What follows belongs to an exercise in optimizing a design on an open flow for small area, a short achievable clock period and few clock cycles per item; a production flow would make more cautious choices. Only simulation tests tie the RTL to the original design; equivalence was not proved. Power and IR drop assume default switching activity.

==> inputs of run a <==
## mul_unit
module mul_unit (
    input  wire        clk,
    input  wire        rst,         
    input  wire        in_valid,
    output wire        in_ready,
    input  wire [31:0] a,
    input  wire [31:0] b,
    input  wire [31:0] c,
    input  wire [5:0]  shift,
    input  wire        signed_op,
    input  wire        trunc,
    output reg         out_valid,
    output reg  [63:0] r,
    output reg         ovf32
);
==> flow/config.mk <==
export PLATFORM = sky130hd
export DESIGN_NAME = mul_unit
export DESIGN_NICKNAME = mul_unit
export VERILOG_FILES = /design/flow/design.v
export SDC_FILE = /design/flow/constraint.sdc
export NUM_CORES = 4
export LEC_CHECK = 0
export CAP_MARGIN = 20
export CORE_MARGIN = 2
export CORE_UTILIZATION = 50
export CTS_CLUSTER_DIAMETER = 70
export CTS_CLUSTER_SIZE = 36
export SLEW_MARGIN = 20
export SYNTH_HIERARCHICAL = 1
==> flow/constraint.sdc <==
create_clock -name core_clock -period 19.0 [get_ports {clk}]
set_input_delay 3.8000 -clock core_clock [delete_from_list [all_inputs] [get_ports {clk}]]
set_output_delay 3.8000 -clock core_clock [all_outputs]
set_load 0.01 [all_outputs]
standard.sh (not shown) runs the stock make flow with config.mk's settings and CLKGATE_MAP_FILE= SYNTH_SCRIPT=/design/flow/synth_recipe.tcl, a recipe that flattens the netlist after the stock synthesis.
==> flow/flow/run.sh <==
#!/bin/bash
set -euo pipefail
MARGIN=$(cat flow/margin.txt)
CTS="-sink_clustering_enable -repair_clock_nets -sink_clustering_size 36 -sink_clustering_max_diameter 70 -wire_unit 10"
bash standard.sh synth > synth.log 2>&1
RESULTS=orfs/results/${FLOW_PLATFORM}/mul_unit/base openroad -no_init -exit flow/downsize.tcl > downsize.log 2>&1
touch orfs/results/${FLOW_PLATFORM}/mul_unit/base/1_synth.sdc
bash standard.sh SETUP_SLACK_MARGIN=$MARGIN "BUFFER_PORTS_ARGS=-buffer_cell sky130_fd_sc_hd__buf_1" "CTS_ARGS=$CTS" finish > layout.log 2>&1
==> flow/flow/downsize.tcl <==
# Resize every combinational cell of the synthesized netlist to the smallest
# drive strength of its kind (registers and their cell types stay as
# synthesis made them); the layout's timing repair then sizes up only the
# cells its paths need.
set results $::env(RESULTS)
read_db $results/1_synth.odb
set db [ord::get_db]
set n 0
set before 0.0
set after 0.0
foreach inst [[ord::get_db_block] getInsts] {
  set m [$inst getMaster]
  set name [$m getName]
  if {![regexp {^(sky130_fd_sc_hd__[a-z0-9]+)_(\d+)$} $name -> base drive]} { continue }
  if {[regexp {df|dl|sdf|edf|conb|tap|fill|decap|clkbuf|clkinv|clkdly|dlygate|dlymetal|probe|lpflow} $base]} { continue }
  set best ""
  set bestw 1e9
  foreach d {1 0 2} {
    set cand [$db findMaster ${base}_$d]
    if {$cand eq "NULL" || $cand eq ""} { continue }
    if {[$cand getWidth] < $bestw} { set best $cand; set bestw [$cand getWidth] }
  }
  if {$best eq "" || [$best getName] eq $name} { continue }
  if {[$best getWidth] >= [$m getWidth]} { continue }
  if {[$inst swapMaster $best]} { incr n }
}
puts "downsized $n instances"
write_db $results/1_synth.odb
==> flow/flow/margin.txt <==
14.12
==> run b (differences from run a) <==
==> flow/flow/margin.txt (replaced) <==
14.05
- CORE_UTILIZATION: 50 -> 40
==> run c (differences from run a) <==
- CORE_UTILIZATION: 50 -> 60
==> comparison table <==
quantity                                                                run c       run b       run a
Status                                       no timing/DRC/antenna violations  no timing/DRC/antenna violations  no timing/DRC/antenna violations
Post-DP Area                                                       41000 um^2  41600 um^2  41400 um^2
Layout clock buffers                                                       30          39          37
Count of fill cells added during filler insertion                        5139        9317        7061
Portion of the layout cell area used by clock cells                    0.0297      0.0328      0.0319
WHS                                                                    325 ps      306 ps      324 ps
Placed Instances                                                         4581        5015        4786
Layout Nets                                                              4498        4515        4518
Fraction of layout instances using a drive strength above 1             0.113      0.0911      0.0968
Arrival time at the worst endpoint                                    1110 ps     1090 ps     1040 ps
First-pass GRT wire length                                             193 mm      198 mm      194 mm
Clock-pin slew on the worst setup and hold paths                       120 ps      100 ps      110 ps
Rows                                                                       94         115         103
Count of buffers not belonging to the clock network in the layout         252         262         268
Combinational power share                                               0.744       0.732       0.736
Largest stage delay, worst path                                        330 ps      350 ps      340 ps
R2R cell count                                                              9           9          10
Via count                                                               31400       30800       30500
Final setup skew                                                      41.0 ps     50.8 ps     55.7 ps
Number of well taps                                                       864        1287        1050
Testbench counts of run a, summed over its fixed seeds: cycles 16,032, ops 16,000.
Testbench counts of run b, summed over its fixed seeds: cycles 16,032, ops 16,000.
Testbench counts of run c, summed over its fixed seeds: cycles 16,032, ops 16,000.

* * *

==> inputs of job 4118 <==
mul_unit again, from the RTL that the note above started with.
export LEC_CHECK = 0
export CAP_MARGIN = 20
export CORE_MARGIN = 2
export CORE_UTILIZATION = 40
export CTS_CLUSTER_DIAMETER = 70
export CTS_CLUSTER_SIZE = 36
export SLEW_MARGIN = 20
export SYNTH_HIERARCHICAL = 1
create_clock -name core_clock -period 19.0 [get_ports {clk}]
==> flow/flow/margin.txt <==
14.2
Scripts as last shown in full above: flow/flow/run.sh, flow/flow/downsize.tcl
==> inputs of job 5370, as changes to job 4118 <==
==> flow/flow/margin.txt (replaced) <==
14.12
==> inputs of job 8274, as changes to job 4118 <==
==> flow/flow/margin.txt (replaced) <==
14.12
CAP_MARGIN = 5   (was 20)
CORE_UTILIZATION = 50   (was 40)
SLEW_MARGIN = 5   (was 20)
==> run notes <==
Register-to-register slack is about the same in job 4118 and job 5370.
The lowest power belongs to job 8274, the highest to job 4118.
In critical path depth, job 8274 and job 5370 do not differ.
Count of clock-buffer cells in the layout: job 4118 > job 5370 > job 8274.
In sequential power, job 8274 and job 5370 hardly differ.
Fmax is about the same in job 4118 and job 5370.
Clock power: job 5370 > job 4118 > job 8274.
Core utilization: job 8274 is higher than job 5370 (11 points).
Sequential share of layout area: job 4118 is lower than job 8274 (0.19 points).
==> figures <==
                                                                                    job 4118                  job 8274                  job 5370
Internal power consumption                                                         0.00473 W                 0.00465 W                 0.00470 W
Critical path capture point                                                            r[25]                     r[57]                     r[48]
Number of CTS-inserted buffers                                                            36                        31                        36
Endpoint of the worst register-to-register path                                       k1[32]                    k1[37]                    k1[32]
Cell Pwr Density                                                                  210 nW/um2                211 nW/um2                212 nW/um2
Worst path slowest cell                                             sky130_fd_sc_hd__dfxtp_2  sky130_fd_sc_hd__dfxtp_2  sky130_fd_sc_hd__dfxtp_1
Number of filler cells placed in the layout                                            9,233                     6,929                     9,268
Outcome                                                     no timing/DRC/antenna violations  no timing/DRC/antenna violations  no timing/DRC/antenna violations
Post-route cell area                                                              43,700 um2                43,200 um2                43,400 um2
Height of the chip                                                                    318 um                    285 um                    318 um
Wire length on met2                                                                62,000 um                 61,300 um                 61,900 um
Total placed cells including tap cells                                                 5,017                     4,786                     5,019
Total sequential power                                                             0.00161 W                 0.00157 W                 0.00158 W
Cell area after placement                                                         41,600 um2                41,400 um2                41,600 um2
Total number of vias                                                                  30,800                    30,500                    30,800
Clock latency of the later-clocked register in the worst-skew pair                    590 ps                    650 ps                    580 ps
Number of DRC violations after detailed-routing iteration 0                            3,396                     3,343                     3,285
Area of the multi-input gates                                                     29,200 um2                29,100 um2                29,200 um2
Area of the core                                                                  98,100 um2                78,600 um2                98,100 um2
Routed length on met3                                                              12,500 um                 12,700 um                 12,200 um
Testbench counts of job 4118, summed over its fixed seeds: cycles 16,032, ops 16,000.
Testbench counts of job 5370, summed over its fixed seeds: cycles 16,032, ops 16,000.
Testbench counts of job 8274, summed over its fixed seeds: cycles 16,032, ops 16,000.

-- separate check: timing with driven ports --
Ports are ideal in the flow. The routed layouts listed here were re-timed in OpenROAD. Step 1: set_driving_cell puts a clkbuf_16 on clk and a buf_2 on each other input, an assumption about the parent block. Step 2 times the ports against the registers' clock, not the clock port: input delays grow and output delays shrink by t, the midpoint of the rising clock arrivals with the driver on. Three values: no drivers, after step 1, after step 2; two values: the first two.
| run | t, ns | setup slack, ns | hold slack, ns | worst setup path after step 2 | pins driven straight from the clock port |
|---|---|---|---|---|---|
| run a | 0.618 | 14.161 / 14.088 / 14.208 | 0.324 / 0.324 / 0.324 | register to register | 1 |
| run b | 0.629 | 14.114 / 14.042 / 14.160 | 0.306 / 0.306 / 0.306 | register to register | 1 |
| run c | 0.705 | 14.090 / 14.018 / 14.249 | 0.325 / 0.325 / 0.325 | register to register | 1 |
| job 4118 | 0.629 | 14.147 / 14.078 / 14.240 | 0.289 / 0.289 / 0.289 | register to register | 1 |
| job 5370 | 0.629 | 14.154 / 14.081 / 14.253 | 0.301 / 0.301 / 0.301 | register to register | 1 |
| job 8274 | 0.710 | 14.087 / 14.012 / 14.229 | 0.318 / 0.318 / 0.318 | register to register | 1 |
After both steps setup and hold are still met in every run listed.
